This is an optimization exercise on Yosys and OpenROAD, whose aim is small area and few clock cycles, not a production implementation.
Only simulation tests tie the RTL to the original design; equivalence was not proved.
No activity file was given, so power comes from the tool's default toggle rates.

== P ==
## klb_rx
module klb_rx (
    input  wire        clk,
    input  wire        rst,              
    input  wire        in_valid,
    input  wire [7:0]  in_data,
    output wire        in_ready,
    output wire        out_valid,
    output wire [7:0]  out_data,
    input  wire        out_ready,
    output reg  [7:0]  length_errors,
    output reg  [7:0]  crc_errors,
    output reg  [7:0]  sequence_errors,
    output reg  [7:0]  overflow_errors
);
Size: ~4100 cells after synthesis, ~1200 flip-flops, ~54 I/O pins.
clock: 8.0 ns
lec_check: 0
cap_margin: 20
core_margin: 2
core_utilization: 55
cts_buf_list: sky130_fd_sc_hd__clkbuf_16
cts_cluster_diameter: 80
cts_cluster_size: 24
place_density: 0.68
slew_margin: 20
run.sh (not shown) runs the stock make flow with config.mk's settings and CLKGATE_MAP_FILE= SYNTH_SCRIPT=/design/flow/synth_recipe.tcl, a recipe that flattens the netlist after the stock synthesis.
P completed end to end with timing, DRC and antenna clean.
Testbench counts of P, summed over its fixed seeds: cycles 27,064.
Edits applied to the flow inputs when going from P to Q:
-- flow/config.mk --
<<< P, line 9
export CORE_MARGIN = 2
export CORE_UTILIZATION = 55
export CTS_BUF_LIST = sky130_fd_sc_hd__clkbuf_16
>>> Q, line 9
export CORE_MARGIN = 2
export CORE_UTILIZATION = 40
export CTS_BUF_LIST = sky130_fd_sc_hd__clkbuf_16
<<< P, line 13
export CTS_CLUSTER_SIZE = 24
export PLACE_DENSITY = 0.68
export SLEW_MARGIN = 20
>>> Q, line 13
export CTS_CLUSTER_SIZE = 24
export SLEW_MARGIN = 20
Q gives less fmax than P did.
The area after detailed placement of Q is higher than that of P.
Comparing clock skew for Q and P, the smaller number came from P.
Q against P: fraction of power consumed by the clock network higher, cell area grew by 650 um^2.
Est. power | Q vs P | Q higher
Compared with P, in Q worst relative slew slack now smaller; final wirelength rose by 6.0%.
Q — worst setup slack 0.056 ns lower, P as reference

## before
klb_rx, a different RTL version from the one above (not shown whole).
Size: about 4100 cells after synthesis, about 1200 flip-flops, roughly 54 I/O pins, ~40000 sq um of cells after synthesis.
export LEC_CHECK = 0
export CAP_MARGIN = 20
export CORE_MARGIN = 2
export CORE_UTILIZATION = 40
export SLEW_MARGIN = 20
export SYNTH_HIERARCHICAL = 1
create_clock -name core_clock -period 8.0 [get_ports {clk}]
standard.sh (not shown) runs the stock make flow with config.mk's settings and CLKGATE_MAP_FILE= SYNTH_SCRIPT=/design/flow/synth_recipe.tcl, a recipe that flattens the netlist after the stock synthesis.
==> flow/flow/run.sh <==
#!/bin/bash
# The standard layout (standard.sh), with these changes to how it is made:
#  - clock tree: clkbuf_16 buffers, sink clusters of at most 24 flip-flops
#    within 80 um, and no dummy loads;
#  - the buffers that port buffering puts on every input and output are buf_1;
#  - after global routing, gates off the critical paths are sized down
#    (ORFS's RECOVER_POWER, on all paths with positive slack).
# make's full output goes to flow_make.log in this folder; ORFS keeps each
# step's log under orfs/logs/.
set -euo pipefail
export CTS_ARGS="-sink_clustering_enable -repair_clock_nets -dont_use_dummy_load -buf_list sky130_fd_sc_hd__clkbuf_16 -sink_clustering_size 24 -sink_clustering_max_diameter 80"
export BUFFER_PORTS_ARGS="-buffer_cell sky130_fd_sc_hd__buf_1"
export RECOVER_POWER=100
bash standard.sh > flow_make.log 2>&1
| before | all stages done | FAIL | capacitance limit, slew limit |
Testbench counts of before, summed over its fixed seeds: cycles 27,083.
--- input diff before..after ---
# before
export LEC_CHECK = 0
export CAP_MARGIN = 20
export CORE_MARGIN = 2
export CORE_UTILIZATION = 40
export SLEW_MARGIN = 20
export SYNTH_HIERARCHICAL = 1
create_clock -name core_clock -period 8.0 [get_ports {clk}]
# after
export LEC_CHECK = 0
export CAP_MARGIN = 5
export CORE_MARGIN = 2
export CORE_UTILIZATION = 45
export CTS_BUF_LIST = sky130_fd_sc_hd__clkbuf_16
export CTS_CLUSTER_DIAMETER = 80
export CTS_CLUSTER_SIZE = 24
export SLEW_MARGIN = 5
export SYNTH_HIERARCHICAL = 1
create_clock -name core_clock -period 8.0 [get_ports {clk}]
==> flow/run.sh (new file) <==
#!/bin/bash
# synth_recipe.tcl (not shown) runs the flow's synth.tcl, then flattens the netlist and writes it again
# the make line also repeats each setting of config.mk as NAME=value (left out here)
make -C /OpenROAD-flow-scripts/flow DESIGN_CONFIG=/design/flow/config.mk WORK_HOME=/design/flow/orfs CLKGATE_MAP_FILE= SYNTH_SCRIPT=/design/flow/synth_recipe.tcl finish
removed: flow/flow/run.sh
removed: flow/standard.sh
## What came out
Compared with before, after instantiates a smaller number of cells.
[compare] base=before new=after: maximum number of pins on one net before global-route repair lost 5.2%, met3 usage in global routing neither gained nor lost much, worst setup slack picked up an extra 0.015 ns.
Comparing share of total power in the clock network for after and before, the smaller number came from before.
Of after and before, before shows the higher routed wire length, with after below it.
Re total power: after and before aren't equal, and the higher value belongs to after.
The standard cells in after occupy more silicon area than those in before do.
after: flow completed, timing, DRC and antenna clean
Non-clock buffer count: higher on before
before → after: met3 wirelength from detailed routing about even; number of inserted filler cells in the final layout fell 1491.

[static timing again, ports no longer ideal]
The results above use ideal ports. As a check the final layouts listed here were re-extracted and re-timed, cells and wires unchanged. Step 1, drivers: a clkbuf_16 drives clk and a buf_2 each remaining input, both assumed. Step 2 times the ports against the registers' clock, not the clock port: input delays grow and output delays shrink by t, the midpoint of the rising clock arrivals with the driver on. Slacks: no drivers / after step 1 / after step 2; pairs: no drivers / after step 1.
| run | shift t [ns] | slack for setup (ns) | clock arrival spread, ns | slew at the worst register clock pin (ns) | cell pins on the clock port's net |
|---|---|---|---|---|---|
| P | 0.732 | 0.519 / 0.447 / 1.179 | 0.030 / 0.030 | 0.11 / 0.11 | 1 |
| Q | 0.764 | 0.463 / 0.393 / 1.156 | 0.051 / 0.051 | 0.11 / 0.11 | 1 |
| before | 0.715 | 0.646 / 0.646 / 0.646 | 0.070 / 0.070 | 0.10 / 0.10 | 1 |
| after | 0.722 | 0.661 / 0.593 / 1.314 | 0.041 / 0.041 | 0.10 / 0.10 | 1 |
